Background: an optimization exercise with open tools, aiming at small area, a short achievable clock period and few clock cycles. Do not read the settings as production practice.
RTL that was checked went through simulation tests only; none was proved equivalent to the original.
No functional check of the RTL was part of runs 1 to 3 and 5 to 7.
Power is estimated from default activity; no workload was simulated.

[design/flow/flow/run.sh]
#!/bin/bash
# Standard ORFS layout with small port buffers and a lighter clock tree.
set -euo pipefail
export BUFFER_PORTS_ARGS="-buffer_cell sky130_fd_sc_hd__buf_1"
export CTS_ARGS="-sink_clustering_enable -repair_clock_nets -dont_use_dummy_load -buf_list {sky130_fd_sc_hd__clkbuf_4 sky130_fd_sc_hd__clkbuf_8} -sink_clustering_size 24 -sink_clustering_max_diameter 80"
bash standard.sh > standard.log 2>&1
[design/flow/constraint.sdc]
create_clock -name core_clock -period 11.0 [get_ports {clk}]
set_input_delay 2.2000 -clock core_clock [delete_from_list [all_inputs] [get_ports {clk}]]
set_output_delay 2.2000 -clock core_clock [all_outputs]
set_load 0.01 [all_outputs]
[design/flow/standard.sh]
#!/bin/bash
# synth_recipe.tcl (not shown) runs the flow's synth.tcl, then flattens the netlist and writes it again
# the make line also repeats each setting of config.mk as NAME=value (left out here)
make -C /OpenROAD-flow-scripts/flow DESIGN_CONFIG=/design/flow/config.mk WORK_HOME=/design/flow/orfs CLKGATE_MAP_FILE= SYNTH_SCRIPT=/design/flow/synth_recipe.tcl "${@:-finish}"
[design/flow/config.mk]
export PLATFORM = sky130hd
export DESIGN_NAME = twb_flash_engine
export DESIGN_NICKNAME = twb_flash_engine
export VERILOG_FILES = /design/flow/design.v
export SDC_FILE = /design/flow/constraint.sdc
export NUM_CORES = 4
export LEC_CHECK = 0
export CAP_MARGIN = 20
export CORE_MARGIN = 2
export CORE_UTILIZATION = 40
export SLEW_MARGIN = 20
[design/flow/design.v]
module twb_flash_engine (
    input  wire        clk,
    input  wire        rst,
    input  wire        cmd_valid,
    output wire        cmd_ready,
    input  wire        cmd_verify,       
    input  wire [15:0] cmd_length,       
    input  wire [15:0] cmd_start_page,
    input  wire [7:0]  cmd_page_size,    
    input  wire        buf_valid,
    output wire        buf_ready,
    input  wire [7:0]  buf_data,
    output wire        tx_valid,
    input  wire        tx_ready,
    output wire [7:0]  tx_data,
    output wire        tx_last,
    input  wire        ack_valid,
    output wire        ack_ready,
    input  wire        ack_ok,
    input  wire        rx_valid,
    output wire        rx_ready,
    input  wire [7:0]  rx_data,
    output reg         rsp_valid,
    output reg  [2:0]  rsp_status,
    output wire [15:0] rsp_page
);
    reg        st_idle, st_hdr, st_data, st_ack, st_read, st_fin;
    reg        verify;
    reg        first;        
    reg [7:0]  ps;
    reg [15:0] rem;          
    reg [7:0]  cnt;          
    reg [15:0] idx;          
    reg [15:0] addr;         
    reg [15:0] crc;          
    reg        mul;
    reg [7:0]  o_data;
    reg        o_valid, o_last;
    reg [7:0]  s_data;
    reg        s_valid;
    reg        tx_valid_q, buf_ready_q, rx_ready_q;
    wire [3:0] step  = crc[3:0];
    wire [1:0] h     = crc[5:4];
    wire       acarry = crc[8];
    assign cmd_ready = st_idle;
    assign ack_ready = st_ack;
    assign tx_valid  = tx_valid_q;
    assign tx_data   = o_data;
    assign tx_last   = o_last;
    assign buf_ready = buf_ready_q;
    assign rx_ready  = rx_ready_q;
    assign rsp_page  = idx;
    wire cmd_fire = st_idle & cmd_valid;
    wire tx_fire  = tx_valid_q & tx_ready;
    wire rx_fire  = rx_ready_q & rx_valid;
    wire buf_fire = buf_ready_q & buf_valid;
    wire ack_fire = st_ack & ack_valid;
    wire hdr_fire = st_hdr & tx_fire;
    wire lo_fire  = hdr_fire & (h == 2'd3);
    wire consume  = (st_data & tx_fire) | rx_fire;
    wire end_w    = st_data & tx_fire & o_last;
    wire end_v    = rx_fire & o_last;
    wire rem_nz   = |rem;
    wire more     = rem_nz | s_valid;
    wire       rx_ff  = &rx_data;
    wire [7:0] d      = rx_ff ? 8'h00 : (rx_data ^ o_data);
    wire [7:0] x      = crc[7:0] ^ d;
    wire       par    = ^x;
    wire [15:0] crc_upd = {par, x[7] ^ par, x[7:2] ^ x[6:1], crc[15] ^ x[1] ^ x[0],
                           crc[14] ^ x[0], crc[13:9], crc[8] ^ par};
    wire       crc_z  = (crc == 16'h0000);
    wire cnt_nz    = |cnt;
    wire in_page   = st_data | st_read | st_ack | (st_hdr & (h == 2'd3));
    wire slot_free = ~o_valid | consume | lo_fire;
    wire src_avail = s_valid | buf_valid | ~rem_nz;
    wire load      = in_page & cnt_nz & slot_free & src_avail;
    wire [7:0] src = s_valid ? s_data : (rem_nz ? buf_data : 8'hFF);
    wire [7:0] add_a = mul ? cnt : addr[7:0];
    wire [7:0] add_b = (mul & ~addr[0]) ? 8'h00 : ps;
    wire [8:0] sum   = add_a + add_b;
    wire [7:0] hi_src = mul ? {cnt[0] ^ (addr[0] & ps[0]), addr[15:9]} : addr[15:8];
    wire adv_lo = hdr_fire & (h == 2'd2);
    wire adv_hi = st_hdr & (h == 2'd3) & acarry;
    wire adv    = hdr_fire & (h == 2'd0) & ~first;
    wire ok_w   = ack_fire & ack_ok & ~verify;
    wire adv_f  = st_fin & crc_z & more;
    wire ok_end = (ok_w & ~more) | (st_fin & crc_z & ~more);
    wire tr_end = ack_fire & ~ack_ok;
    wire ps_z   = (cmd_page_size == 8'd0);
    wire len_z  = (cmd_length == 16'd0);
    wire start  = cmd_fire & ~ps_z & ~len_z;
    reg        n_idle, n_hdr, n_data, n_ack, n_read, n_fin;
    reg        n_mul;
    reg [7:0]  n_o;
    reg        n_ov, n_ol;
    reg        n_sv;
    reg [15:0] n_crc;
    always @(*) begin
        n_idle = st_idle | (st_fin & ~adv_f); n_hdr = st_hdr | adv_f; n_data = st_data; n_ack = st_ack;
        n_read = st_read; n_fin = 1'b0;
        if (cmd_fire) begin
            n_idle = ~start; n_hdr = start;
        end
        if (lo_fire) begin
            n_hdr = 1'b0; n_data = ~verify; n_ack = verify;
        end
        if (end_w) begin
            n_data = 1'b0; n_ack = 1'b1;
        end
        if (ack_fire) begin
            n_ack  = 1'b0;
            n_read = ack_ok & verify;
            n_hdr  = ok_w & more;
            n_idle = ~ack_ok | (~verify & ~more);
        end
        if (end_v) begin
            n_read = 1'b0;
            n_fin  = 1'b1;
        end
        n_mul = start | (mul & (step != 4'd15));
        n_o = o_data; n_ov = o_valid; n_ol = o_last;
        if (st_idle) begin
            n_o = 8'h02; n_ov = 1'b1; n_ol = 1'b0;
        end else if (st_hdr & (h != 2'd3)) begin
            if (tx_fire) begin
                case (h)
                    2'd0:    n_o = 8'h01;
                    2'd1:    n_o = hi_src;
                    default: begin n_o = addr[7:0]; n_ol = verify; end
                endcase
            end
        end else if (load) begin
            n_o = src; n_ov = 1'b1; n_ol = (cnt == 8'd1);
        end else if (consume & ~cnt_nz) begin
            n_o = 8'h02; n_ov = 1'b1; n_ol = 1'b0;
        end else if (consume | lo_fire) begin
            n_ov = 1'b0;
        end
        n_sv = st_idle ? 1'b0 : (s_valid ? ~load : (buf_fire & ~load));
        n_crc = 16'd0;
        if (st_read)
            n_crc = rx_fire ? crc_upd : crc;
        else if (st_hdr & ~lo_fire)
            n_crc = {crc[15:9], adv_lo & sum[8], crc[7:6], h + {1'b0, tx_fire},
                     step + {3'd0, mul}};
    end
    reg [15:0] rem_bz, idx_c;
    integer bi;
    always @(*) begin
        rem_bz[0] = 1'b1;
        idx_c[0]  = 1'b1;
        for (bi = 1; bi < 16; bi = bi + 1) begin
            rem_bz[bi] = rem_bz[bi-1] & ~rem[bi-1];
            idx_c[bi]  = idx_c[bi-1] & idx[bi-1];
        end
    end
    wire [15:0] rem_dec = rem ^ rem_bz;
    wire [15:0] idx_inc = idx ^ idx_c;
    wire n_rem_nz = start ? 1'b1 : (buf_fire ? (rem != 16'd1) : rem_nz);
    always @(posedge clk) begin
        if (rst) begin
            st_idle     <= 1'b1;
            st_hdr      <= 1'b0;
            st_data     <= 1'b0;
            st_ack      <= 1'b0;
            st_read     <= 1'b0;
            st_fin      <= 1'b0;
            mul         <= 1'b0;
            tx_valid_q  <= 1'b0;
            buf_ready_q <= 1'b0;
            rx_ready_q  <= 1'b0;
            rsp_valid   <= 1'b0;
        end else begin
            st_idle     <= n_idle;
            st_hdr      <= n_hdr;
            st_data     <= n_data;
            st_ack      <= n_ack;
            st_read     <= n_read;
            st_fin      <= n_fin;
            mul         <= n_mul;
            tx_valid_q  <= (n_hdr & (~n_mul | (n_crc[3:0] >= 4'd14))) | (n_data & n_ov);
            buf_ready_q <= ~n_idle & ~n_sv & n_rem_nz;
            rx_ready_q  <= n_read & n_ov;
            rsp_valid   <= (cmd_fire & ~start) | (ok_w & ~more) | tr_end | (st_fin & ~adv_f);
        end
        o_data  <= n_o;
        o_valid <= n_ov;
        o_last  <= n_ol;
        s_valid <= n_sv;
        crc     <= n_crc;
        if (start)         addr <= cmd_start_page;
        else if (mul)      addr <= {sum[0], addr[15:1]};
        else if (adv_lo)   addr[7:0] <= sum[7:0];
        else if (adv_hi)   addr[15:8] <= addr[15:8] + 8'd1;
        if (start)          rem <= cmd_length;
        else if (buf_fire)  rem <= rem_dec;
        if (cmd_fire) begin
            verify <= cmd_verify;
            ps     <= cmd_page_size;
        end
        if (start)                       first <= 1'b1;
        else if (hdr_fire & (h == 2'd0)) first <= 1'b0;
        if (start)           cnt <= 8'd0;
        else if (mul)        cnt <= sum[8:1];
        else if (st_hdr)     cnt <= (lo_fire & load) ? cnt - 8'd1 : ps;
        else if (load)       cnt <= cnt - 8'd1;
        if (buf_fire & ~(load & ~s_valid))
            s_data <= buf_data;
        if (cmd_fire)     idx <= start ? cmd_start_page : 16'd0;
        else if (adv)     idx <= idx_inc;
        else if (ok_end)  idx <= 16'd0;
        if (cmd_fire)    rsp_status <= ps_z ? 3'd3 : 3'd0;
        else if (tr_end) rsp_status <= 3'd1;
        else if (st_fin) rsp_status <= crc_z ? 3'd0 : 3'd5;   
        else if (ok_w)   rsp_status <= 3'd0;
    end
endmodule
==> results.cfg, run 1 <==
[cts]
cts.clk_slew.worst_paths_ps = 50
h-tree-depth = 4
ctsHoldBuffers = 0
numClockSinks = 115
cts_tree = done
cts_root_buf = clkbuf_8
cts_setup_buffers = 0
clk_latency_ps = 430
cts.path.max_buffers = 2
cts_resized = 0
cts-buffers-inserted = 17

[worst_setup_path]
cp.arrival_ps = 3940
critPathCaptureType = flop
path_class = input pin to flop
crit_path_max_fanout = 18
crit_path_frequent_cell = nor2_1
worstPathRequired_ps = 11150
startpoint_type = input pin
slowest_delay_ps = 700
crit_family = simple AND/OR/NAND/NOR gates
cp_slowest_cell = nor2_1
path_cells = buf_1 > nand4_1 > nor2_1 > nor2_1 > xnor3_1 > xnor2_1 > nor2_1
worst-path-buf-inv = 1
rrSetupSlack_ps = 7390

[routing]
top_layer = met4
wl_met1_um = 8200
drt_iter0_drc = 463
wl_met2_um = 8100
routedWlPerCell_um = 16.8
drtAntennaViolNets = 0
drc = 0
routed_wl_um = 17500
vias = 5591
post_drt_via_cell_ratio = 5.39
first_pass_iters = 6
dr_wl_met3_um = 1030

[finish]
nNetsFinal = 925
drive_above_1_share = 0.0566
antenna_cells = 0
synthToLayoutAreaGrowth_pct = 11.3
final_util = 0.452

[run]
cap_violations = 0

[global_routing]
grt_max_degree = 53
grt_usage = 0.193
grt_pass1_vias = 5279
grt_pass1_wl_um = 27600
grt_antenna_before_repair = 0
grt-ovfl-total = 0

[sta]
maxSlewViolCount = 0
skew_ps = 19.9
final.setup.worst_slack_ps = 7210
holdWs_ps = 458
fmax_mhz = 264
worst_slew_pin_slew_ps = 900
relSlewSlack = 0.400
period_minus_slack_ps = 3790
setup_violations = 0
finalHoldViolations = 0
rsz0062_at_grt = false
final.setup.tns_ps = 0
finalCritPeriodShare = 0.344

[synth]
synthesis.nets = 835
ys_types = 73
syn_inst = 725
async_flop_share = 0
ys.flop_type = edfxtp_1
ys_warn_count = 1
ys_seq_area_frac = 0.444
ys_seq_elements = 115
syn_area_per_cell_um2 = 9.63
syn-cell-area_um2 = 6980
synth_edf_count = 80

[power_and_ir_drop]
power_density_nw_per_um2 = 144
p_leak_nw = 2.92
p_int_uw = 771
p_sw_frac = 0.313
clkPwrFrac = 0.248
ir_worst_vdd_uv = 73.8
seq_power_share = 0.499
p_sw_uw = 351
combPwrFrac = 0.253

[placement]
io_buffers = 98
dp_slack_ps = 6780
dp.final_hpwl_um = 13400
gp_congestion = 0.849

[floorplanning]
start_util = 0.406
ioPinCount = 99
core_area_um2 = 17200
rows = 48
dieArea_um2 = 18500
fp.dieH_um = 136
die_x_um = 136

[run_status]
status = finished clean

[min_path]
min_path_type = flop to flop
[worst paths after layout]
kind / from / to / cells past startpoint
setup reg to reg: rem[0] / rem[15] / 17
setup / recovery: rx_data[6] / crc[14] / 7
hold / removal: first / first / 2
hold reg to reg: first / first / 2
[power groups by stage]
stage	Sequential, mW	Combinational [mW]	Clock, mW
finish	0.560	0.284	0.279
global placement	0.569	0.281	0
global route	0.565	0.320	0.303
CTS	0.560	0.284	0.287
floorplan	0.553	0.214	0
detailed placement	0.568	0.283	0
[tightest hold or removal path: cells and delay by family (launching register included)]
family / cells / cell delay, ps
flip-flops: 1 / 300
AO/OA/AOI/OAI: 1 / 60
AND/OR/NAND/NOR: 1 / 50
[through the flow]
step,instances,power (mW),instance area [µm²]
3_5_place_dp,1021,0.851,7540
2_1_floorplan,725,0.766,6980
3_3_place_gp,1021,0.849,7540
5_1_grt,1038,1.19,7770
6_report,1038,1.12,7770
4_1_cts,1038,1.13,7770
[cell usage in the layout, fill, tap and decap left out, types with 6 or more instances in the layout]
master    count
nand2_1      85
a21oi_1      60
a211o_1       6
nor2_1       71
buf_1        98
a211oi_1     11
nor2b_1       7
mux2i_1      13
mux2_2        8
ha_1         44
nand3_1      13
nor4_1       15
xnor2_1      41
inv_1        31
dfxtp_1      34
xor2_1       13
nor3_1        9
or3_1         7
o21ai_0      40
edfxtp_1     80
clkbuf_8     17
and2_1       10
o221ai_1      6
[area by class of cell]
type	count	area [µm²]
fill	1746	9410
multi-input combinational	546	3630
sequential	115	3100
timing repair buffer	102	398
tap	225	282
clock buffer	17	234
inverter	33	124
[synth_stat cells (all sizes together) (4+ instances only)]
| library cell | count | area (µm²) |
|---|---|---|
| and2 | 11 | 68.8 |
| buf | 12 | 55.1 |
| nor3b | 4 | 35.0 |
| mux2 | 8 | 90.1 |
| nand3 | 13 | 65.1 |
| xor2 | 13 | 114 |
| ha | 44 | 551 |
| o21a | 4 | 30.0 |
| a211oi | 12 | 95.1 |
| nand4 | 4 | 25.0 |
| a221oi | 4 | 41.3 |
| nand2 | 85 | 319 |
| a211o | 6 | 52.6 |
| inv | 31 | 116 |
| dfxtp | 35 | 701 |
| nor2b | 7 | 43.8 |
| nor3 | 12 | 81.3 |
| nand2b | 5 | 31.3 |
| clkbuf | 19 | 71.3 |
| nor2 | 73 | 279 |
| xnor2 | 41 | 359 |
| o221ai | 6 | 52.6 |
| mux2i | 13 | 130 |
| or3 | 7 | 43.8 |
| and3 | 5 | 31.3 |
| nor4 | 15 | 93.8 |
| o31ai | 5 | 51.3 |
| a22o | 4 | 35.0 |
| a21oi | 60 | 300 |
| edfxtp | 80 | 2400 |
| o21ai | 46 | 245 |
[sequential cells by signal, summed over array words and instances, names as in the netlist, 3 cells and up]
name        cells
addr           16
crc            16
idx            16
rem            16
cnt             8
o_data          8
ps              8
s_data          8
rsp_status      3
[kinds of logic (layout without fill, tap and decap cells)]
group	after synthesis	after routing	share of synthesized area
buffers and inverters	64	152	0.0358
AO/OA/AOI/OAI	178	178	0.168
XOR/XNOR	55	55	0.0710
flip-flops	115	115	0.444
adder cells (fa/ha/maj)	45	45	0.0817
multiplexers	21	21	0.0315
AND/OR/NAND/NOR	247	247	0.167
[per-layer routing]
metal / GRT usage / up-vias
met5: 0 / -
met4: 0.0550 / 0
met3: 0.0436 / 10
met2: 0.311 / 163
met1: 0.260 / 2605
li1: - / 2813
==> run 2, diff against run 1 <==
--- a/design/flow/design.v
+++ b/design/flow/design.v
@@ -42,7 +42,8 @@
     wire [3:0] step  = crc[3:0];
     wire [1:0] h     = crc[5:4];
     wire       acarry = crc[8];
-    assign cmd_ready = st_idle;
+    reg        busy;         
+    assign cmd_ready = ~busy;
     assign ack_ready = st_ack;
     assign tx_valid  = tx_valid_q;
     assign tx_data   = o_data;
@@ -147,11 +148,9 @@
     reg [15:0] rem_bz, idx_c;
     integer bi;
     always @(*) begin
-        rem_bz[0] = 1'b1;
-        idx_c[0]  = 1'b1;
-        for (bi = 1; bi < 16; bi = bi + 1) begin
-            rem_bz[bi] = rem_bz[bi-1] & ~rem[bi-1];
-            idx_c[bi]  = idx_c[bi-1] & idx[bi-1];
+        for (bi = 0; bi < 16; bi = bi + 1) begin
+            rem_bz[bi] = ~|(rem & ((16'd1 << bi) - 16'd1));
+            idx_c[bi]  = &(idx | ~((16'd1 << bi) - 16'd1));
         end
     end
     wire [15:0] rem_dec = rem ^ rem_bz;
@@ -160,6 +159,7 @@
     always @(posedge clk) begin
         if (rst) begin
             st_idle     <= 1'b1;
+            busy        <= 1'b0;
             st_hdr      <= 1'b0;
             st_data     <= 1'b0;
             st_ack      <= 1'b0;
@@ -172,6 +172,7 @@
             rsp_valid   <= 1'b0;
         end else begin
             st_idle     <= n_idle;
+            busy        <= ~n_idle;
             st_hdr      <= n_hdr;
             st_data     <= n_data;
             st_ack      <= n_ack;
==> run 2 against run 1 <==
Global-route usage rose by 0.53 points. Area after synthesis fell by 0.29%. Sequential power rose by 3%. Via count rose by 2.4%. Non-clock buffer count fell by 1. Cell count rose by 0.87%.
==> results.cfg, run 2 <==
[run_status]
status = finished clean

[floorplanning]
start_util = 0.405
rows = 48
core_area_um2 = 17200
ioPinCount = 99
dieArea_um2 = 18500
fp.dieH_um = 136
die_x_um = 136

[cts]
cts_resized = 0
ctsHoldBuffers = 0
cts_tree = done
numClockSinks = 116
cts_setup_buffers = 0
clk_latency_ps = 440
cts-buffers-inserted = 17
cts.path.max_buffers = 2
cts_root_buf = clkbuf_8
cts.clk_slew.worst_paths_ps = 60
h-tree-depth = 4

[worst_setup_path]
crit_path_frequent_cell = a21oi_1
startpoint_type = input pin
rrSetupSlack_ps = 7640
timing.rr.start = mul
crit_path_max_fanout = 54
path_class = input pin to flop
cp.arrival_ps = 4650
worst-path-buf-inv = 1
path_cells = buf_1 > nand2_1 > a21oi_1 > and2_2 > a211oi_1 > a2111oi_0 > a21oi_1 > o22ai_1
reg2reg_to = crc[8]
worstPathRequired_ps = 11340
crit_family = compound AO/OA/AOI/OAI gates
critPathCaptureType = flop
cp_slowest_cell = and2_2
slowest_delay_ps = 880
r2r_cells = 12

[sta]
fmax_mhz = 232
setup_violations = 0
skew_ps = 30.4
final.setup.worst_slack_ps = 6690
relSlewSlack = 0.376
rsz0062_at_grt = false
final.setup.tns_ps = 0
period_minus_slack_ps = 4310
finalHoldViolations = 0
finalCritPeriodShare = 0.392
worst_slew_pin_slew_ps = 928
maxSlewViolCount = 0
holdWs_ps = 474

[global_routing]
grt-ovfl-total = 0
grt_antenna_before_repair = 0
grt_max_degree = 55
grt_pass1_wl_um = 28000
grt_usage = 0.198
grt_pass1_vias = 5319

[synth]
ys_top_cells_by_area = edfxtp_1 35%, dfxtp_1 10%, xnor2_1 6.0%, o21ai_0 4.5%, ha_1 4.3%
yosys.area.top_type_share = 0.345
ys_seq_area_frac = 0.449
synthesis.nets = 826
yosysTopAreaCell = edfxtp_1
syn_inst = 736
async_flop_share = 0
ys.flop_type = edfxtp_1
syn_area_per_cell_um2 = 9.46
ys_seq_elements = 116
synthTopCellsByCount = 80 x edfxtp_1, 73 x nor2_1, 67 x nand2_1, 63 x o21ai_0, 53 x a21oi_1
ys_warn_count = 1
ys_types = 61
syn-cell-area_um2 = 6960
synth_edf_count = 80
synth_most_common_cell = edfxtp_1

[power_and_ir_drop]
p_total_mw = 1.17
p_leak_nw = 2.81
ir_worst_vdd_uv = 75.5
power_density_nw_per_um2 = 152

[routing]
post_drt_via_cell_ratio = 5.47
drtAntennaViolNets = 0
routed_wl_um = 17900
first_pass_iters = 5
drt_iter0_drc = 479
drc = 0
routedWlPerCell_um = 17.1
vias = 5723

[placement]
dp.final_hpwl_um = 13400
place_area_um2 = 7500
dp.cells = 1030
dp_slack_ps = 6240
io_buffers = 98
gp_congestion = 0.832

[finish]
antenna_cells = 0
nNetsFinal = 914
synthToLayoutAreaGrowth_pct = 11.1
finalNonFillerCells = 1047
final_cell_mix = 98 x buf_1, 80 x edfxtp_1, 73 x nor2_1, 67 x nand2_1, 63 x o21ai_0
drive_above_1_share = 0.0511
stdcell_area_um2 = 7740
final_util = 0.450
layout_commonest_cell = buf_1

[min_path]
min_path_type = flop to flop
hp-start = first
min_to = first
hold_depth = 2

[run]
cap_violations = 0
[run 2: routing by layer]
layer,wire length (µm),up-vias,GRT usage,share of wire
met5,0,-,0,0
met1,8590,2697,0.275,0.48
met2,8000,173,0.306,0.45
met3,886,25,0.0418,0.050
met4,404,0,0.0718,0.023
li1,-,2828,-,-
[run 2: cell type report]
| cell class | count | area, µm² |
|---|---|---|
| Multi-Input combinational cell | 560 | 3600 |
| Clock buffer | 17 | 234 |
| Fill cell | 1717 | 9440 |
| Tap cell | 225 | 282 |
| Sequential cell | 116 | 3120 |
| Inverter | 28 | 105 |
| Timing Repair Buffer | 101 | 390 |
[run 2: power by group]
part	switching, mW	leakage, nW	internal [mW]	total, mW
logic	0.182	1.59	0.134	0.316
clock network	0.148	0.122	0.135	0.283
registers	0.0514	1.10	0.522	0.574
total	0.382	2.81	0.792	1.17
[run 2: worst max path at each step]
stage / cells after the start / startpoint / end
3_3_place_gp: 8 / cmd_valid / tx_valid_q
6_report: 8 / cmd_valid / tx_valid_q
4_1_cts: 8 / cmd_valid / tx_valid_q
2_1_floorplan: 3 / tx_ready / idx[0]
5_1_grt: 8 / cmd_valid / tx_valid_q
3_5_place_dp: 8 / cmd_valid / tx_valid_q
[run 2: kinds of logic (layout without fill, tap and decap cells)]
logic type      after synthesis  after routing  share of synthesized area
compound gates              179            179                      0.158
xor+xnor                     80             80                      0.103
fa+ha+maj                    25             25                     0.0460
buf+inv                      60            146                     0.0343
flops                       116            116                      0.449
mux                          27             27                     0.0406
simple gates                249            249                      0.170
[run 2: tightest hold or removal path: cells and delay by family, from the launching register on]
| kind | cells | cell delay, ps |
|---|---|---|
| flops | 1 | 330 |
| simple gates | 2 | 100 |
==> run 3, diff against run 2 <==
--- a/design/flow/flow/run.sh
+++ b/design/flow/flow/run.sh
@@ -3,4 +3,5 @@
 set -euo pipefail
 export BUFFER_PORTS_ARGS="-buffer_cell sky130_fd_sc_hd__buf_1"
 export CTS_ARGS="-sink_clustering_enable -repair_clock_nets -dont_use_dummy_load -buf_list {sky130_fd_sc_hd__clkbuf_4 sky130_fd_sc_hd__clkbuf_8} -sink_clustering_size 24 -sink_clustering_max_diameter 80"
+export SETUP_SLACK_MARGIN=7.5
 bash standard.sh > standard.log 2>&1
==> run 3 against run 2 <==
Global-route usage is 1.0 points higher. Total power is 2.6% higher. Area after synthesis stayed put. Largest cell class unchanged. Critical path type unchanged.
==> results.cfg, run 3 <==
[run_status]
status = finished clean

[worst_setup_path]
reg2reg_to = crc[8]
cp_slowest_cell = nor4_4
worstSetupStartpoint = cmd_page_size[5]
startpoint_type = input pin
crit_path_max_fanout = 27
path_cells = buf_1 > nor4_4 > a21oi_4 > buf_4 > and2_2 > a21oi_1 > o21ai_0 > a21oi_1
path_class = input pin to flop
rrSetupSlack_ps = 7770
cp.arrival_ps = 3850
crit_path_frequent_cell = a21oi_1
worstPathRequired_ps = 11370
timing.rr.start = mul
crit_end = cnt[3]
r2r_cells = 12
critPathCaptureType = flop
slowest_delay_ps = 380

[cts]
numClockSinks = 116
clk_latency_ps = 450
cts-buffers-inserted = 17
cts_tree = done
cts_root_buf = clkbuf_8
cts.path.max_buffers = 2
h-tree-depth = 4
cts.clk_slew.worst_paths_ps = 60

[floorplanning]
rows = 48
start_util = 0.405
dieArea_um2 = 18500
die_x_um = 136
fp.dieH_um = 136
core_area_um2 = 17200
ioPinCount = 99

[sta]
final.setup.tns_ps = 0
holdWs_ps = 471
setup_violations = 0
period_minus_slack_ps = 3480
relSlewSlack = 0.409
maxSlewViolCount = 0
rsz0062_at_grt = true
worst_slew_pin_slew_ps = 880
fmax_mhz = 287
skew_ps = 25.9
finalCritPeriodShare = 0.316
final.setup.worst_slack_ps = 7520
finalHoldViolations = 0

[global_routing]
grt_pass1_wl_um = 29600
grt_max_degree = 54
grt-ovfl-total = 0
grt_antenna_before_repair = 0
grt_usage = 0.208
grt_pass1_vias = 5524

[finish]
drive_above_1_share = 0.131
final_util = 0.479
nNetsFinal = 927
antenna_cells = 0
fillers = 1715
layout_commonest_cell = buf_1
stdcell_area_um2 = 8230
synthToLayoutAreaGrowth_pct = 18.3
finalNonFillerCells = 1060
final_cell_mix = 93 x buf_1, 80 x edfxtp_1, 70 x nor2_1, 63 x nand2_1, 63 x o21ai_0

[placement]
gp_congestion = 0.829
dp_slack_ps = 6500
io_buffers = 98
place_area_um2 = 7730
dp.cells = 1030
dp.final_hpwl_um = 13700

[synth]
synth_most_common_cell = edfxtp_1
ys_top_cells_by_area = edfxtp_1 35%, dfxtp_1 10%, xnor2_1 6.0%, o21ai_0 4.5%, ha_1 4.3%
ys_types = 61
async_flop_share = 0
ys.flop_type = edfxtp_1
synthesis.nets = 826
syn_area_per_cell_um2 = 9.46
yosysTopAreaCell = edfxtp_1
yosys.area.top_type_share = 0.345
syn-cell-area_um2 = 6960
ys_warn_count = 1
ys_seq_elements = 116
synthTopCellsByCount = 80 x edfxtp_1, 73 x nor2_1, 67 x nand2_1, 63 x o21ai_0, 53 x a21oi_1
syn_inst = 736
synth_edf_count = 80
ys_seq_area_frac = 0.449

[power_and_ir_drop]
p_leak_nw = 2.99
power_density_nw_per_um2 = 146
p_total_mw = 1.20
ir_worst_vdd_uv = 73.4

[routing]
vias = 5839
drc = 0
drt_iter0_drc = 391
routed_wl_um = 19000
drtAntennaViolNets = 0
post_drt_via_cell_ratio = 5.51
first_pass_iters = 7
routedWlPerCell_um = 17.9

[min_path]
min_path_type = flop to flop
hold_depth = 2

[run]
cap_violations = 0
## run 3: critical path, delay by kind of cell
kind,cells,cell delay (ps)
compound gates,4,610
simple gates,2,740
buf+inv,2,280
## run 3: area by class of cell
type	instances	area [µm²]	area share
well taps	225	282	0.0342
flip-flops and latches	116	3120	0.379
repair buffers	111	502	0.0609
clock buffers	17	234	0.0284
inverters	28	105	0.0128
multi-input cells	563	3990	0.484
## run 3: timing repair
action / CTS / global route
endpoints found under the setup margin: 110 / 56
cloned: 1 / 2
hold buffers: 0 / 0
resized for setup: 13 / 28
endpoints found under the hold margin: 0 / 0
setup buffers: 2 / 8
pin swaps: 2 / 11
## run 3: worst min-delay path by stage
| stage | startpoint | endpoint | slack (ps) |
|---|---|---|---|
| after floorplan | first | first | 440 |
| after global placement | first | first | 460 |
| after global routing | first | first | 520 |
| after detailed placement | first | first | 460 |
| final | first | first | 470 |
| after CTS | first | first | 470 |
## run 3: power by group
group / switching, mW / internal [mW]
registers: 0.0527 / 0.522
logic: 0.196 / 0.149
clock network: 0.150 / 0.135
total: 0.398 / 0.806
## run 3: metal layers
layer,global-route usage,routed length [µm],part of all wire
met1,0.300,9140,0.48
met2,0.322,8670,0.46
met3,0.0466,1040,0.055
met4,0.0440,153,0.0081
met5,0,0,0
## run 3: logic make-up after synthesis
| group | after synthesis | share of synthesized area |
|---|---|---|
| muxes | 27 | 0.0406 |
| buffers and inverters | 60 | 0.0343 |
| DFF | 116 | 0.449 |
| adders and majority gates | 25 | 0.0460 |
| AOI/OAI and AO/OA | 179 | 0.158 |
| xor gates and xnor gates | 80 | 0.103 |
| and+or+nand+nor | 249 | 0.170 |
==> run 4, diff against run 3 <==
--- a/design/flow/design.v
+++ b/design/flow/design.v
@@ -42,8 +42,7 @@
     wire [3:0] step  = crc[3:0];
     wire [1:0] h     = crc[5:4];
     wire       acarry = crc[8];
-    reg        busy;         
-    assign cmd_ready = ~busy;
+    assign cmd_ready = st_idle;
     assign ack_ready = st_ack;
     assign tx_valid  = tx_valid_q;
     assign tx_data   = o_data;
@@ -69,6 +68,7 @@
     wire       par    = ^x;
     wire [15:0] crc_upd = {par, x[7] ^ par, x[7:2] ^ x[6:1], crc[15] ^ x[1] ^ x[0],
                            crc[14] ^ x[0], crc[13:9], crc[8] ^ par};
+    wire       match  = (crc[15:8] == 8'h00) & (x == 8'h00);
     wire       crc_z  = (crc == 16'h0000);
     wire cnt_nz    = |cnt;
     wire in_page   = st_data | st_read | st_ack | (st_hdr & (h == 2'd3));
@@ -84,8 +84,7 @@
     wire adv_hi = st_hdr & (h == 2'd3) & acarry;
     wire adv    = hdr_fire & (h == 2'd0) & ~first;
     wire ok_w   = ack_fire & ack_ok & ~verify;
-    wire adv_f  = st_fin & crc_z & more;
-    wire ok_end = (ok_w & ~more) | (st_fin & crc_z & ~more);
+    wire ok_end = (ok_w & ~more) | (st_fin & crc_z);
     wire tr_end = ack_fire & ~ack_ok;
     wire ps_z   = (cmd_page_size == 8'd0);
     wire len_z  = (cmd_length == 16'd0);
@@ -97,7 +96,7 @@
     reg        n_sv;
     reg [15:0] n_crc;
     always @(*) begin
-        n_idle = st_idle | (st_fin & ~adv_f); n_hdr = st_hdr | adv_f; n_data = st_data; n_ack = st_ack;
+        n_idle = st_idle | st_fin; n_hdr = st_hdr; n_data = st_data; n_ack = st_ack;
         n_read = st_read; n_fin = 1'b0;
         if (cmd_fire) begin
             n_idle = ~start; n_hdr = start;
@@ -116,7 +115,8 @@
         end
         if (end_v) begin
             n_read = 1'b0;
-            n_fin  = 1'b1;
+            n_hdr  = match & more;
+            n_fin  = ~(match & more);
         end
         n_mul = start | (mul & (step != 4'd15));
         n_o = o_data; n_ov = o_valid; n_ol = o_last;
@@ -145,21 +145,10 @@
             n_crc = {crc[15:9], adv_lo & sum[8], crc[7:6], h + {1'b0, tx_fire},
                      step + {3'd0, mul}};
     end
-    reg [15:0] rem_bz, idx_c;
-    integer bi;
-    always @(*) begin
-        for (bi = 0; bi < 16; bi = bi + 1) begin
-            rem_bz[bi] = ~|(rem & ((16'd1 << bi) - 16'd1));
-            idx_c[bi]  = &(idx | ~((16'd1 << bi) - 16'd1));
-        end
-    end
-    wire [15:0] rem_dec = rem ^ rem_bz;
-    wire [15:0] idx_inc = idx ^ idx_c;
     wire n_rem_nz = start ? 1'b1 : (buf_fire ? (rem != 16'd1) : rem_nz);
     always @(posedge clk) begin
         if (rst) begin
             st_idle     <= 1'b1;
-            busy        <= 1'b0;
             st_hdr      <= 1'b0;
             st_data     <= 1'b0;
             st_ack      <= 1'b0;
@@ -172,7 +161,6 @@
             rsp_valid   <= 1'b0;
         end else begin
             st_idle     <= n_idle;
-            busy        <= ~n_idle;
             st_hdr      <= n_hdr;
             st_data     <= n_data;
             st_ack      <= n_ack;
@@ -182,7 +170,7 @@
             tx_valid_q  <= (n_hdr & (~n_mul | (n_crc[3:0] >= 4'd14))) | (n_data & n_ov);
             buf_ready_q <= ~n_idle & ~n_sv & n_rem_nz;
             rx_ready_q  <= n_read & n_ov;
-            rsp_valid   <= (cmd_fire & ~start) | (ok_w & ~more) | tr_end | (st_fin & ~adv_f);
+            rsp_valid   <= (cmd_fire & ~start) | (ok_w & ~more) | tr_end | st_fin;
         end
         o_data  <= n_o;
         o_valid <= n_ov;
@@ -194,7 +182,7 @@
         else if (adv_lo)   addr[7:0] <= sum[7:0];
         else if (adv_hi)   addr[15:8] <= addr[15:8] + 8'd1;
         if (start)          rem <= cmd_length;
-        else if (buf_fire)  rem <= rem_dec;
+        else if (buf_fire)  rem <= rem - 16'd1;
         if (cmd_fire) begin
             verify <= cmd_verify;
             ps     <= cmd_page_size;
@@ -208,11 +196,11 @@
         if (buf_fire & ~(load & ~s_valid))
             s_data <= buf_data;
         if (cmd_fire)     idx <= start ? cmd_start_page : 16'd0;
-        else if (adv)     idx <= idx_inc;
+        else if (adv)     idx <= idx + 16'd1;
         else if (ok_end)  idx <= 16'd0;
         if (cmd_fire)    rsp_status <= ps_z ? 3'd3 : 3'd0;
         else if (tr_end) rsp_status <= 3'd1;
-        else if (st_fin) rsp_status <= crc_z ? 3'd0 : 3'd5;   
+        else if (st_fin) rsp_status <= crc_z ? 3'd0 : 3'd5;
         else if (ok_w)   rsp_status <= 3'd0;
     end
 endmodule
==> design/flow/flow/run.sh (replaced) <==
#!/bin/bash
# Standard ORFS layout with small port buffers and a lighter clock tree.
set -euo pipefail
export BUFFER_PORTS_ARGS="-buffer_cell sky130_fd_sc_hd__buf_1"
export CTS_ARGS="-sink_clustering_enable -repair_clock_nets -dont_use_dummy_load -buf_list {sky130_fd_sc_hd__clkbuf_4 sky130_fd_sc_hd__clkbuf_8} -sink_clustering_size 24 -sink_clustering_max_diameter 80"
bash standard.sh > standard.log 2>&1
==> run 4 against run 3 <==
Sequential share of layout area increased by 1.6 points. Still clean on timing, DRC and antenna. Die area increased by 1.8%. Non-clock buffer count decreased by 10. Highest routed layer unchanged. Sequential power about the same. Sequential cell count decreased by 1. Worst hold slack improved by 2.4 ps. Critical endpoint is now crc[0]. Critical path type unchanged.
==> results.cfg, run 4 <==
[run_status]
status = finished clean

[synth]
synthesis.nets = 845
ys.flop_type = edfxtp_1
yosys.area.top_type_share = 0.339
syn_inst = 757
synth_edf_count = 80
ys_warn_count = 1
ys_seq_area_frac = 0.438
ys_top_cells_by_area = edfxtp_1 34%, dfxtp_1 9.9%, xnor2_1 5.7%, o21ai_0 4.5%, nand2_1 4.5%
synth_most_common_cell = nand2_1
ys_seq_elements = 115
yosysTopAreaCell = edfxtp_1
ys_types = 64
synthTopCellsByCount = 85 x nand2_1, 80 x edfxtp_1, 64 x o21ai_0, 56 x nor2_1, 46 x xnor2_1
syn_area_per_cell_um2 = 9.36
syn-cell-area_um2 = 7090
async_flop_share = 0

[sta]
rsz0062_at_grt = false
relSlewSlack = 0.333
maxSlewViolCount = 0
final.setup.tns_ps = 0
finalHoldViolations = 0
skew_ps = 24.2
final.setup.worst_slack_ps = 6710
setup_violations = 0
worst_slew_pin_slew_ps = 994
fmax_mhz = 233
finalCritPeriodShare = 0.390
holdWs_ps = 473
period_minus_slack_ps = 4290

[floorplanning]
fp.dieH_um = 137
core_area_um2 = 17300
rows = 48
ioPinCount = 99
dieArea_um2 = 18800
start_util = 0.410
die_x_um = 137

[routing]
post_drt_via_cell_ratio = 5.66
routedWlPerCell_um = 17.8
routed_wl_um = 19000
drc = 0
first_pass_iters = 5
drt_iter0_drc = 522
vias = 6046
drtAntennaViolNets = 0

[min_path]
min_path_type = flop to flop

[power_and_ir_drop]
ir_worst_vdd_uv = 80.9
p_total_mw = 1.17
p_leak_nw = 2.73
power_density_nw_per_um2 = 149

[cts]
cts_setup_buffers = 0
h-tree-depth = 4
cts.clk_slew.worst_paths_ps = 60
numClockSinks = 115
cts.path.max_buffers = 2
cts_root_buf = clkbuf_8
ctsHoldBuffers = 0
cts_resized = 0
cts-buffers-inserted = 17
clk_latency_ps = 450
cts_tree = done

[finish]
synthToLayoutAreaGrowth_pct = 10.8
finalNonFillerCells = 1068
multi_input_area_um2 = 3770
layout_commonest_cell = buf_1
fillers = 1790
regArea_um2 = 3100
nNetsFinal = 933
drive_above_1_share = 0.0439
final_cell_mix = 98 x buf_1, 85 x nand2_1, 80 x edfxtp_1, 64 x o21ai_0, 56 x nor2_1
antenna_cells = 0

[placement]
dp.cells = 1051
dp_slack_ps = 6280
io_buffers = 98
gp_congestion = 0.897
dp.final_hpwl_um = 14300

[global_routing]
grt-ovfl-total = 0
grt_usage = 0.213
grt_pass1_vias = 5724
grt_antenna_before_repair = 0
grt_pass1_wl_um = 30400
grt_max_degree = 63

[worst_setup_path]
crit_path_max_fanout = 11
startpoint_type = input pin
critPathCaptureType = flop
path_class = input pin to flop
worstPathRequired_ps = 11340
cp.arrival_ps = 4630

[run]
cap_violations = 0
run 4: cell count changes after synthesis, moves of 5 or more:
cell	before	now
nor2_1	73	56
o32ai_1	1	7
and2_1	8	13
nor4_1	13	24
a21oi_1	53	44
nand2_1	67	85
and3_1	6	12
inv_1	28	19
nor2b_1	6	16
a211oi_1	9	15
run 4: where the power goes:
part | leakage [nW] | internal [mW] | total (mW) | switching (mW)
clock network | 0.122 | 0.135 | 0.281 | 0.146
logic | 1.52 | 0.137 | 0.318 | 0.180
registers | 1.09 | 0.518 | 0.574 | 0.0553
run 4: path summary, 6_finish.rpt:
check / startpoint / endpoint / slack [ps] / depth (start not counted)
max: rx_data[4] / crc[0] / 6710 / 11
min: first / first / 470 / 2
max reg2reg: mul / crc[8] / 7840 / 9
min reg2reg: first / first / 470 / 2
run 4: area by class of cell:
cell class / instances / share of cell area
clock buffers: 17 / 0.0298
well taps: 225 / 0.0358
multi-input cells: 589 / 0.480
inverters: 21 / 0.0100
repair buffers: 101 / 0.0497
flip-flops and latches: 115 / 0.395
run 4: critical path, stage by stage:
cell,delay [ps]
buf_1,130
nand4_1,150
nor2_1,510
nor2_1,130
xnor2_1,270
ha_1,300
xnor2_1,150
xnor2_1,340
xor2_1,170
o21ai_0,90
a22o_1,190
run 4: cells by family (layout without fill, tap and decap cells):
logic type      Yosys count  count (layout)  share of synthesized area
simple gates            281             281                      0.193
compound gates          189             189                      0.172
flops                   115             115                      0.438
xor+xnor                 73              73                     0.0902
buf+inv                  53             139                     0.0309
fa+ha+maj                23              23                     0.0417
mux                      23              23                     0.0341
run 4: per-layer routing:
layer,vias up,share of wire,GRT usage,wire length [µm]
li1,2978,-,-,-
met1,2864,0.47,0.298,9020
met2,168,0.45,0.322,8490
met3,36,0.054,0.0470,1030
met4,0,0.025,0.0813,484
met5,-,0,0,0
run 4: stage by stage:
stage           util  area [µm²]
2_1_floorplan      -        7090
3_3_place_gp   0.441        7620
3_5_place_dp   0.441        7620
4_1_cts        0.454        7860
5_1_grt        0.454        7860
6_report       0.454        7860
Testbench counts of run 4, summed over its fixed seeds: cycles 62,368.
==> run 5, diff against run 4 <==
--- a/design/flow/design.v
+++ b/design/flow/design.v
@@ -42,7 +42,8 @@
     wire [3:0] step  = crc[3:0];
     wire [1:0] h     = crc[5:4];
     wire       acarry = crc[8];
-    assign cmd_ready = st_idle;
+    reg        busy;         
+    assign cmd_ready = ~busy;
     assign ack_ready = st_ack;
     assign tx_valid  = tx_valid_q;
     assign tx_data   = o_data;
@@ -68,7 +69,6 @@
     wire       par    = ^x;
     wire [15:0] crc_upd = {par, x[7] ^ par, x[7:2] ^ x[6:1], crc[15] ^ x[1] ^ x[0],
                            crc[14] ^ x[0], crc[13:9], crc[8] ^ par};
-    wire       match  = (crc[15:8] == 8'h00) & (x == 8'h00);
     wire       crc_z  = (crc == 16'h0000);
     wire cnt_nz    = |cnt;
     wire in_page   = st_data | st_read | st_ack | (st_hdr & (h == 2'd3));
@@ -84,11 +84,11 @@
     wire adv_hi = st_hdr & (h == 2'd3) & acarry;
     wire adv    = hdr_fire & (h == 2'd0) & ~first;
     wire ok_w   = ack_fire & ack_ok & ~verify;
-    wire ok_end = (ok_w & ~more) | (st_fin & crc_z);
+    wire adv_f  = st_fin & crc_z & more;
+    wire ok_end = (ok_w & ~more) | (st_fin & crc_z & ~more) | abort;
     wire tr_end = ack_fire & ~ack_ok;
-    wire ps_z   = (cmd_page_size == 8'd0);
-    wire len_z  = (cmd_length == 16'd0);
-    wire start  = cmd_fire & ~ps_z & ~len_z;
+    wire ps_z   = (ps == 8'd0);
+    wire abort  = st_hdr & mul & (step == 4'd0) & (ps_z | ~rem_nz);
     reg        n_idle, n_hdr, n_data, n_ack, n_read, n_fin;
     reg        n_mul;
     reg [7:0]  n_o;
@@ -96,10 +96,13 @@
     reg        n_sv;
     reg [15:0] n_crc;
     always @(*) begin
-        n_idle = st_idle | st_fin; n_hdr = st_hdr; n_data = st_data; n_ack = st_ack;
+        n_idle = st_idle | (st_fin & ~adv_f); n_hdr = st_hdr | adv_f; n_data = st_data; n_ack = st_ack;
         n_read = st_read; n_fin = 1'b0;
         if (cmd_fire) begin
-            n_idle = ~start; n_hdr = start;
+            n_idle = 1'b0; n_hdr = 1'b1;
+        end
+        if (abort) begin
+            n_idle = 1'b1; n_hdr = 1'b0;
         end
         if (lo_fire) begin
             n_hdr = 1'b0; n_data = ~verify; n_ack = verify;
@@ -115,10 +118,9 @@
         end
         if (end_v) begin
             n_read = 1'b0;
-            n_hdr  = match & more;
-            n_fin  = ~(match & more);
-        end
-        n_mul = start | (mul & (step != 4'd15));
+            n_fin  = 1'b1;
+        end
+        n_mul = cmd_fire | (mul & (step != 4'd15) & ~abort);
         n_o = o_data; n_ov = o_valid; n_ol = o_last;
         if (st_idle) begin
             n_o = 8'h02; n_ov = 1'b1; n_ol = 1'b0;
@@ -145,10 +147,21 @@
             n_crc = {crc[15:9], adv_lo & sum[8], crc[7:6], h + {1'b0, tx_fire},
                      step + {3'd0, mul}};
     end
-    wire n_rem_nz = start ? 1'b1 : (buf_fire ? (rem != 16'd1) : rem_nz);
+    reg [15:0] rem_bz, idx_c;
+    integer bi;
+    always @(*) begin
+        for (bi = 0; bi < 16; bi = bi + 1) begin
+            rem_bz[bi] = ~|(rem & ((16'd1 << bi) - 16'd1));
+            idx_c[bi]  = &(idx | ~((16'd1 << bi) - 16'd1));
+        end
+    end
+    wire [15:0] rem_dec = rem ^ rem_bz;
+    wire [15:0] idx_inc = idx ^ idx_c;
+    wire n_rem_nz = cmd_fire ? 1'b0 : (buf_fire ? (rem != 16'd1) : rem_nz);
     always @(posedge clk) begin
         if (rst) begin
             st_idle     <= 1'b1;
+            busy        <= 1'b0;
             st_hdr      <= 1'b0;
             st_data     <= 1'b0;
             st_ack      <= 1'b0;
@@ -161,6 +174,7 @@
             rsp_valid   <= 1'b0;
         end else begin
             st_idle     <= n_idle;
+            busy        <= ~n_idle;
             st_hdr      <= n_hdr;
             st_data     <= n_data;
             st_ack      <= n_ack;
@@ -170,37 +184,37 @@
             tx_valid_q  <= (n_hdr & (~n_mul | (n_crc[3:0] >= 4'd14))) | (n_data & n_ov);
             buf_ready_q <= ~n_idle & ~n_sv & n_rem_nz;
             rx_ready_q  <= n_read & n_ov;
-            rsp_valid   <= (cmd_fire & ~start) | (ok_w & ~more) | tr_end | st_fin;
+            rsp_valid   <= abort | (ok_w & ~more) | tr_end | (st_fin & ~adv_f);
         end
         o_data  <= n_o;
         o_valid <= n_ov;
         o_last  <= n_ol;
         s_valid <= n_sv;
         crc     <= n_crc;
-        if (start)         addr <= cmd_start_page;
+        if (cmd_fire)      addr <= cmd_start_page;
         else if (mul)      addr <= {sum[0], addr[15:1]};
         else if (adv_lo)   addr[7:0] <= sum[7:0];
         else if (adv_hi)   addr[15:8] <= addr[15:8] + 8'd1;
-        if (start)          rem <= cmd_length;
-        else if (buf_fire)  rem <= rem - 16'd1;
+        if (cmd_fire)       rem <= cmd_length;
+        else if (buf_fire)  rem <= rem_dec;
         if (cmd_fire) begin
             verify <= cmd_verify;
             ps     <= cmd_page_size;
         end
-        if (start)                       first <= 1'b1;
+        if (cmd_fire)                    first <= 1'b1;
         else if (hdr_fire & (h == 2'd0)) first <= 1'b0;
-        if (start)           cnt <= 8'd0;
+        if (cmd_fire)        cnt <= 8'd0;
         else if (mul)        cnt <= sum[8:1];
         else if (st_hdr)     cnt <= (lo_fire & load) ? cnt - 8'd1 : ps;
         else if (load)       cnt <= cnt - 8'd1;
         if (buf_fire & ~(load & ~s_valid))
             s_data <= buf_data;
-        if (cmd_fire)     idx <= start ? cmd_start_page : 16'd0;
-        else if (adv)     idx <= idx + 16'd1;
+        if (cmd_fire)     idx <= cmd_start_page;
+        else if (adv)     idx <= idx_inc;
         else if (ok_end)  idx <= 16'd0;
-        if (cmd_fire)    rsp_status <= ps_z ? 3'd3 : 3'd0;
+        if (abort)       rsp_status <= ps_z ? 3'd3 : 3'd0;
         else if (tr_end) rsp_status <= 3'd1;
-        else if (st_fin) rsp_status <= crc_z ? 3'd0 : 3'd5;
+        else if (st_fin) rsp_status <= crc_z ? 3'd0 : 3'd5;   
         else if (ok_w)   rsp_status <= 3'd0;
     end
 endmodule
--- a/design/flow/flow/run.sh
+++ b/design/flow/flow/run.sh
@@ -3,4 +3,5 @@
 set -euo pipefail
 export BUFFER_PORTS_ARGS="-buffer_cell sky130_fd_sc_hd__buf_1"
 export CTS_ARGS="-sink_clustering_enable -repair_clock_nets -dont_use_dummy_load -buf_list {sky130_fd_sc_hd__clkbuf_4 sky130_fd_sc_hd__clkbuf_8} -sink_clustering_size 24 -sink_clustering_max_diameter 80"
+export SETUP_SLACK_MARGIN=7.5
 bash standard.sh > standard.log 2>&1
==> run 5 against run 4 <==
Sequential power barely moved. Core utilization up 2.4 points. First-iteration DRC count down 11%. Still clean on timing, DRC and antenna. Register-to-register slack gained 90 ps. Combinational power increased by 3%. Final area increased by 5.7%. Critical path type unchanged. Via count grew 0.25%. Worst hold slack worse by 5.2 ps. Synthesized cell count up 2.4%. Wire length is 0.98% lower. Die area increased by 0.29%.
==> results.cfg, run 5 <==
[worst_setup_path]
crit_family = compound AO/OA/AOI/OAI gates
rrSetupSlack_ps = 7930
worstSetupStartpoint = tx_ready
critPathCaptureType = flop
crit_path_max_fanout = 7
worstPathRequired_ps = 11350
worst-path-buf-inv = 2
cp_slowest_cell = a221o_2
startpoint_type = input pin
path_cells = buf_8 > nand2_8 > o21a_1 > a221o_2 > a21o_4 > a31oi_4 > clkbuf_16 > nor2_1 > a211oi_1
slowest_delay_ps = 390
path_class = input pin to flop
cp.arrival_ps = 3860
timing.rr.start = mul

[cts]
numClockSinks = 116
cts_root_buf = clkbuf_8
cts_tree = done
clk_latency_ps = 450
cts.clk_slew.worst_paths_ps = 60
cts.path.max_buffers = 2
cts-buffers-inserted = 17
h-tree-depth = 4

[synth]
syn-cell-area_um2 = 7110
ys_seq_elements = 116
ys_types = 59
yosysTopAreaCell = edfxtp_1
synthesis.nets = 865
synth_edf_count = 80
ys_seq_area_frac = 0.439
syn_area_per_cell_um2 = 9.17
ys_warn_count = 1
syn_inst = 775
ys_top_cells_by_area = edfxtp_1 34%, dfxtp_1 10%, xnor2_1 5.8%, o21ai_0 5.7%, a21oi_1 5.1%
synthTopCellsByCount = 81 x o21ai_0, 80 x edfxtp_1, 80 x nand2_1, 72 x a21oi_1, 67 x nor2_1
async_flop_share = 0
yosys.area.top_type_share = 0.338
ys.flop_type = edfxtp_1
synth_most_common_cell = o21ai_0

[sta]
rsz0062_at_grt = true
period_minus_slack_ps = 3510
skew_ps = 30.5
relSlewSlack = 0.414
worst_slew_pin_slew_ps = 878
finalHoldViolations = 0
maxSlewViolCount = 0
setup_violations = 0
final.setup.tns_ps = 0
final.setup.worst_slack_ps = 7490
holdWs_ps = 468
finalCritPeriodShare = 0.319
fmax_mhz = 285

[global_routing]
grt_pass1_wl_um = 30300
grt_max_degree = 79
grt_antenna_before_repair = 0
grt_usage = 0.211
grt-ovfl-total = 0
grt_pass1_vias = 5659

[finish]
nNetsFinal = 960
fillers = 1688
layout_commonest_cell = buf_1
final_util = 0.479
finalNonFillerCells = 1093
antenna_cells = 0
synthToLayoutAreaGrowth_pct = 16.8
drive_above_1_share = 0.106
final_cell_mix = 93 x buf_1, 80 x o21ai_0, 80 x edfxtp_1, 77 x nand2_1, 69 x a21oi_1
stdcell_area_um2 = 8310

[placement]
gp_congestion = 0.845
dp.cells = 1063
dp_slack_ps = 6320
io_buffers = 98
place_area_um2 = 7780
dp.final_hpwl_um = 13800

[power_and_ir_drop]
p_leak_nw = 2.94
power_density_nw_per_um2 = 143
p_total_mw = 1.18
ir_worst_vdd_uv = 79.5

[run_status]
status = finished clean

[floorplanning]
start_util = 0.410
core_area_um2 = 17400
rows = 48
fp.dieH_um = 137
dieArea_um2 = 18900
ioPinCount = 99
die_x_um = 137

[routing]
vias = 6061
post_drt_via_cell_ratio = 5.55
routed_wl_um = 18800
first_pass_iters = 5
drtAntennaViolNets = 0
routedWlPerCell_um = 17.2
drc = 0
drt_iter0_drc = 467

[min_path]
hp-start = first
min_path_type = flop to flop

[run]
cap_violations = 0
-- run 5: power breakdown --
group / total (mW) / switching [mW] / internal [mW]
logic: 0.329 / 0.180 / 0.149
clock network: 0.285 / 0.150 / 0.135
registers: 0.571 / 0.0526 / 0.518
total: 1.18 / 0.382 / 0.802
-- run 5: path summary, 6_finish.rpt --
kind	end	depth (start not counted)
setup / recovery	o_data[6]	9
setup reg to reg	crc[8]	13
hold / removal	first	2
hold reg to reg	first	2
-- run 5: routing by layer --
metal  vias up  GRT usage  wire length (µm)
met3        25     0.0453              1220
met2       215      0.313              8530
met1      2838      0.298              8720
li1       2983          -                 -
met5         -          0                 0
met4         0     0.0836               377
-- run 5: kinds of logic after synthesis --
kind of cell               Yosys count  share of synthesized area
muxes                               18                     0.0268
xor gates and xnor gates            74                     0.0933
adders and majority gates           25                     0.0451
and+or+nand+nor                    254                      0.170
DFF                                116                      0.439
AOI/OAI and AO/OA                  220                      0.186
buffers and inverters               68                     0.0398
-- run 5: timing repair --
action                                  in CTS  in global routing
hold endpoints to repair                     0                  0
gates cloned                                 0                  1
gates resized for setup                     16                 24
endpoints found under the setup margin      47                 55
hold buffers                                 0                  0
pin swaps                                    2                  6
setup buffers                                7                  5
-- run 5: worst min-delay path: cells and delay by family (launching register included) --
family        cells  cell delay (ps)
simple gates      2              100
flops             1              330
-- run 5: cell type report --
class	instances	area [µm²]	share of cell area
multi-input cells	591	3970	0.478
inverters	30	113	0.0136
well taps	225	282	0.0339
clock buffers	17	234	0.0282
flip-flops and latches	116	3120	0.376
repair buffers	114	584	0.0703
==> run 6, diff against run 5 <==
==> design/flow/flow/run.sh (replaced) <==
#!/bin/bash
# Standard ORFS layout with small port buffers and a lighter clock tree.
set -euo pipefail
export BUFFER_PORTS_ARGS="-buffer_cell sky130_fd_sc_hd__buf_1"
export CTS_ARGS="-sink_clustering_enable -repair_clock_nets -dont_use_dummy_load -buf_list {sky130_fd_sc_hd__clkbuf_4 sky130_fd_sc_hd__clkbuf_8} -sink_clustering_size 24 -sink_clustering_max_diameter 80"
bash standard.sh > standard.log 2>&1
==> run 6 against run 5 <==
Register-to-register slack got worse by 280 ps. Via count decreased by 1.3%. First-iteration DRC count rose by 4.9%. Fmax shrank 16%. Global-route usage fell by 0.58 points. Combinational power down 7.9%. Area after synthesis unchanged. Worst hold slack got worse by 14 ps. Die area did not move. Sequential power about the same. Cell count shrank 1.1%. Critical path type unchanged. Critical endpoint is now o_data[1].
==> results.cfg, run 6 <==
[run_status]
status = finished clean

[synth]
async_flop_share = 0
yosys.area_share.simple = 0.170
synthesis.nets = 865
yosys.area.top_type_share = 0.338
synth_most_common_cell = o21ai_0
ys_warn_count = 1
synthTopCellsByCount = 81 x o21ai_0, 80 x edfxtp_1, 80 x nand2_1, 72 x a21oi_1, 67 x nor2_1
synth_edf_count = 80
yosys.area_share.adder = 0.0451
ys.flop_type = edfxtp_1
ys_types = 59
yosysTopAreaCell = edfxtp_1
syn_area_per_cell_um2 = 9.17
synth-xor-area-share = 0.0933
syn_inst = 775
synth_top_family_by_area = compound AO/OA/AOI/OAI gates
ys_top_cells_by_area = edfxtp_1 34%, dfxtp_1 10%, xnor2_1 5.8%, o21ai_0 5.7%, a21oi_1 5.1%
ys_seq_area_frac = 0.439
ys_seq_elements = 116
syn-cell-area_um2 = 7110
synth-compound-area-share = 0.186
synthMuxAreaShare = 0.0268

[power_and_ir_drop]
power_density_nw_per_um2 = 148
seq_power_share = 0.492
p_sw_frac = 0.322
p_sw_uw = 373
ir_worst_vdd_uv = 79.0
p_leak_nw = 2.77
combPwrFrac = 0.262
p_int_uw = 786
clkPwrFrac = 0.247

[global_routing]
grt_pass1_wl_um = 29400
grt_max_degree = 79
grt-ovfl-total = 0
grt_usage = 0.205
grt_pass1_vias = 5757
grt_antenna_before_repair = 0

[placement]
dp_slack_ps = 6400
place_area_um2 = 7620
gp_congestion = 0.888
io_buffers = 98
dp.final_hpwl_um = 13700

[floorplanning]
rows = 48
core_area_um2 = 17400
die_x_um = 137
ioPinCount = 99
start_util = 0.410
dieArea_um2 = 18900
fp.dieH_um = 137

[routing]
post_drt_via_cell_ratio = 5.54
drt_iter0_drc = 490
drc = 0
vias = 5985
routed_wl_um = 18600
drtAntennaViolNets = 0
first_pass_iters = 5
routedWlPerCell_um = 17.2

[worst_setup_path]
worstSetupStartpoint = tx_ready
worstPathRequired_ps = 11300
rrSetupSlack_ps = 7650
reg2reg_to = addr[6]
path_class = input pin to flop
cp.arrival_ps = 4470
critPathCaptureType = flop
r2r_cells = 13
crit_path_max_fanout = 18
crit_end = o_data[1]
timing.rr.start = mul
startpoint_type = input pin

[sta]
final.setup.worst_slack_ps = 6840
worst_slew_pin_slew_ps = 1110
relSlewSlack = 0.261
skew_ps = 27.4
finalCritPeriodShare = 0.378
finalHoldViolations = 0
rsz0062_at_grt = false
maxSlewViolCount = 0
period_minus_slack_ps = 4160
final.setup.tns_ps = 0
setup_violations = 0
fmax_mhz = 240

[cts]
cts_root_buf = clkbuf_8
cts-buffers-inserted = 17
cts.clk_slew.worst_paths_ps = 50
h-tree-depth = 4
clk_latency_ps = 440
ctsHoldBuffers = 0
numClockSinks = 116
cts_setup_buffers = 0
cts.path.max_buffers = 2
cts_tree = done
cts_resized = 0

[finish]
synthToLayoutAreaGrowth_pct = 10.5
drive_above_1_share = 0.0491
antenna_cells = 0
final_cell_mix = 98 x buf_1, 81 x o21ai_0, 80 x nand2_1, 80 x edfxtp_1, 72 x a21oi_1
fillers = 1727
stdcell_area_um2 = 7850
layout_commonest_cell = buf_1
nNetsFinal = 948

[run]
cap_violations = 0

[min_path]
min_path_type = flop to flop
run 6: per-stage QoR:
| step | hold slack, ps | instances | util | total power, mW |
|---|---|---|---|---|
| after global placement | 439 | 1064 | 0.439 | 0.878 |
| final | 454 | 1081 | 0.452 | 1.16 |
| after CTS | 452 | 1081 | 0.452 | 1.17 |
| after detailed placement | 444 | 1064 | 0.439 | 0.882 |
| after floorplan | 426 | 775 | - | 0.794 |
| after global routing | 481 | 1081 | 0.452 | 1.23 |
run 6: worst min-delay path by stage:
stage / to / start / cells past startpoint / slack (ps)
3_3_place_gp: first / first / 2 / 440
4_1_cts: first / first / 2 / 450
2_1_floorplan: first / first / 2 / 430
5_1_grt: first / first / 2 / 480
6_report: first / first / 2 / 450
3_5_place_dp: first / first / 2 / 440
run 6: cell type report:
type | count | area (µm²) | share of cell area
Multi-Input combinational cell | 591 | 3700 | 0.472
Sequential cell | 116 | 3120 | 0.398
Timing Repair Buffer | 102 | 398 | 0.0507
Tap cell | 225 | 282 | 0.0358
Clock buffer | 17 | 234 | 0.0298
Inverter | 30 | 113 | 0.0143
run 6: power groups by stage:
stage | logic [mW] | registers, mW | clock network, mW
4_1_cts | 0.305 | 0.569 | 0.294
5_1_grt | 0.343 | 0.575 | 0.311
2_1_floorplan | 0.234 | 0.559 | 0
6_report | 0.303 | 0.570 | 0.286
3_3_place_gp | 0.299 | 0.578 | 0
3_5_place_dp | 0.304 | 0.578 | 0
run 6: layer usage:
| layer | part of all wire | vias up | global-route usage |
|---|---|---|---|
| li1 | - | 2973 | - |
| met1 | 0.45 | 2820 | 0.267 |
| met2 | 0.48 | 164 | 0.330 |
| met3 | 0.046 | 28 | 0.0453 |
| met4 | 0.025 | 0 | 0.0830 |
| met5 | 0 | - | 0 |
run 6: kinds of logic (layout without fill, tap and decap cells):
logic type / after synthesis / count (layout)
buf+inv: 68 / 149
flops: 116 / 116
mux: 18 / 18
simple gates: 254 / 254
compound gates: 220 / 220
xor+xnor: 74 / 74
fa+ha+maj: 25 / 25
run 6: critical path, cell delays in order:
cell     delay (ps)
buf_1           100
nand2_1         170
o21a_1          240
a221o_2         440
a21o_1          410
a31oi_4         510
nor2b_1          80
or3_1           300
==> run 7, diff against run 6 <==
--- a/design/flow/flow/run.sh
+++ b/design/flow/flow/run.sh
@@ -3,4 +3,5 @@
 set -euo pipefail
 export BUFFER_PORTS_ARGS="-buffer_cell sky130_fd_sc_hd__buf_1"
 export CTS_ARGS="-sink_clustering_enable -repair_clock_nets -dont_use_dummy_load -buf_list {sky130_fd_sc_hd__clkbuf_4 sky130_fd_sc_hd__clkbuf_8} -sink_clustering_size 24 -sink_clustering_max_diameter 80"
+export SETUP_SLACK_MARGIN=7.8
 bash standard.sh > standard.log 2>&1
==> run 7 against run 6 <==
Synthesized cell count did not move. Register-to-register slack better by 400 ps. Via count increased by 8.1%. Global-route usage rose by 1.9 points. Total power is 6.9% higher. Area after synthesis unchanged. Cell count rose by 5.4%. Sequential power hardly changed. Non-clock buffer count rose by 57. Worst hold slack gained 19 ps. Critical path depth down 1. Setup slack better by 710 ps. Critical path type unchanged.
==> results.cfg, run 7 <==
[floorplanning]
core_area_um2 = 17400
fp.dieH_um = 137
start_util = 0.410
die_x_um = 137
dieArea_um2 = 18900
rows = 48
ioPinCount = 99

[placement]
dp.final_hpwl_um = 13800
place_area_um2 = 7800
dp_slack_ps = 6310
io_buffers = 98
gp_congestion = 0.875

[global_routing]
grt_antenna_before_repair = 0
grt_pass1_wl_um = 32200
grt_usage = 0.224
grt-ovfl-total = 0
grt_use_met2 = 0.349
grt_pass1_vias = 5996
top_usage_layer = met2
grt_util_met3 = 0.0397
grt_max_degree = 76
grtUsageMet1 = 0.309

[finish]
antenna_cells = 0
synthToLayoutAreaGrowth_pct = 28.1
stdcell_area_um2 = 9110
regArea_um2 = 3170
nNetsFinal = 1006
final_cell_mix = 80 x edfxtp_1, 76 x o21ai_0, 74 x nand2_1, 66 x buf_1, 65 x a21oi_1
fillers = 1584
multi_input_area_um2 = 4230
layout_commonest_cell = edfxtp_1
drive_above_1_share = 0.230

[routing]
routed_wl_um = 20800
routedWlPerCell_um = 18.2
vias = 6467
post_drt_via_cell_ratio = 5.68
drc = 0
first_pass_iters = 5
drt_iter0_drc = 458
drtAntennaViolNets = 0

[cts]
cts_root_buf = clkbuf_8
cts_tree = done
ctsHoldBuffers = 0
cts.clk_slew.worst_paths_ps = 60
cts-buffers-inserted = 17
h-tree-depth = 4
cts.path.max_buffers = 2
clk_latency_ps = 440
numClockSinks = 116

[worst_setup_path]
cp_slowest_cell = a221o_2
slowest_delay_ps = 380
path_cells = buf_8 > nand2_8 > o21a_1 > a221o_2 > a21o_4 > o311a_1 > or3_1
r2r_cells = 13
startpoint_type = input pin
timing.rr.start = mul
rrSetupSlack_ps = 8050
path_class = input pin to flop
worstPathRequired_ps = 11310
reg2reg_to = crc[8]
critPathCaptureType = flop
cp.arrival_ps = 3760
crit_path_max_fanout = 5

[sta]
relSlewSlack = 0.338
final.setup.tns_ps = 0
skew_ps = 18.4
finalCritPeriodShare = 0.314
fmax_mhz = 289
final.setup.worst_slack_ps = 7540
worst_slew_pin_slew_ps = 992
holdWs_ps = 473
rsz0062_at_grt = true
setup_violations = 0
period_minus_slack_ps = 3460
maxSlewViolCount = 0
finalHoldViolations = 0

[synth]
ys_warn_count = 1
synthTopCellsByCount = 81 x o21ai_0, 80 x edfxtp_1, 80 x nand2_1, 72 x a21oi_1, 67 x nor2_1
synth_edf_count = 80
ys_seq_area_frac = 0.439
syn-cell-area_um2 = 7110
yosysTopAreaCell = edfxtp_1
ys_types = 59
ys.flop_type = edfxtp_1
ys_top_cells_by_area = edfxtp_1 34%, dfxtp_1 10%, xnor2_1 5.8%, o21ai_0 5.7%, a21oi_1 5.1%
syn_inst = 775
synthesis.nets = 865
synth_most_common_cell = o21ai_0
yosys.area.top_type_share = 0.338
syn_area_per_cell_um2 = 9.17
ys_seq_elements = 116
async_flop_share = 0

[run_status]
status = finished clean

[min_path]
min_path_type = flop to flop
hold_depth = 2
hp-start = first
min_to = first

[power_and_ir_drop]
power_density_nw_per_um2 = 136
p_leak_nw = 3.39
p_total_mw = 1.24
ir_worst_vdd_uv = 70.6

[run]
cap_violations = 0
run 7: cell counts after synthesis:
Identical to the previous run, type by type.
run 7: area by class of cell:
cell class | count | share of cell area
Clock buffer | 17 | 0.0257
Timing Repair Buffer | 159 | 0.118
Sequential cell | 116 | 0.348
Inverter | 30 | 0.0132
Multi-Input combinational cell | 592 | 0.464
Tap cell | 225 | 0.0309
run 7: repair_timing:
action / in CTS / in global routing
setup endpoints to repair: 134 / 105
pin swaps: 33 / 12
gates resized for setup: 100 / 52
cloned: 3 / 0
buffers inserted: 38 / 17
run 7: cells by family (layout without fill, tap and decap cells):
logic type | count (synthesis) | after routing | share of synthesized area
and+or+nand+nor | 254 | 254 | 0.170
AOI/OAI and AO/OA | 220 | 221 | 0.186
DFF | 116 | 116 | 0.439
adders and majority gates | 25 | 25 | 0.0451
xor gates and xnor gates | 74 | 74 | 0.0933
buffers and inverters | 68 | 206 | 0.0398
muxes | 18 | 18 | 0.0268
run 7: critical path, delay by kind of cell:
kind | cells | cell delay (ps)
AOI/OAI and AO/OA | 4 | 1100
and+or+nand+nor | 2 | 380
buffers and inverters | 1 | 80
run 7: how the worst max path moves through the flow:
stage,start,to,depth (start not counted)
after floorplan,tx_ready,o_data[1],9
after global placement,rx_valid,o_data[1],8
after detailed placement,rx_valid,o_data[1],8
after CTS,tx_ready,o_data[4],9
after global routing,tx_ready,o_data[4],9
final,tx_ready,o_data[1],7
run 7: through the flow:
step                utilization  std cells
floorplan                     -        775
global placement          0.450       1063
detailed placement        0.450       1063
CTS                       0.506       1121
global route              0.525       1139
finish                    0.525       1139
run 7: power by group:
group | internal (mW) | leakage [nW] | switching, mW
clock | 0.135 | 0.122 | 0.150
combinational | 0.181 | 2.17 | 0.203
sequential | 0.517 | 1.10 | 0.0534
run 7: per-layer routing:
layer	routed length [µm]	vias up
met1	9270	3070
met2	9670	269
met5	0	-
met4	483	0
li1	-	3091
met3	1350	37

-- afterwards: timing with drivers on the ports --
How much do the figures lean on ideal ports? The routed layouts below were timed once more, with nothing changed but the port constraints. Step 1, drivers: a clkbuf_16 drives clk and a buf_2 each remaining input, both assumed. Step 2 times the ports against the registers' clock, not the clock port: input delays grow and output delays shrink by t, the midpoint of the rising clock arrivals with the driver on. a / b / c = no drivers / after step 1 / after step 2; a / b = the first two.
run	t, ns	slack for setup (ns)
run 1	0.461	7.214 / 7.228 / 6.767
run 2	0.465	6.688 / 6.696 / 6.231
run 3	0.474	7.519 / 7.536 / 7.062
run 4	0.477	6.708 / 6.722 / 6.245
run 5	0.478	7.490 / 7.476 / 6.999
run 6	0.463	6.837 / 6.832 / 6.369
run 7	0.465	7.544 / 7.530 / 7.065
After both steps setup and hold are still met in every run listed.
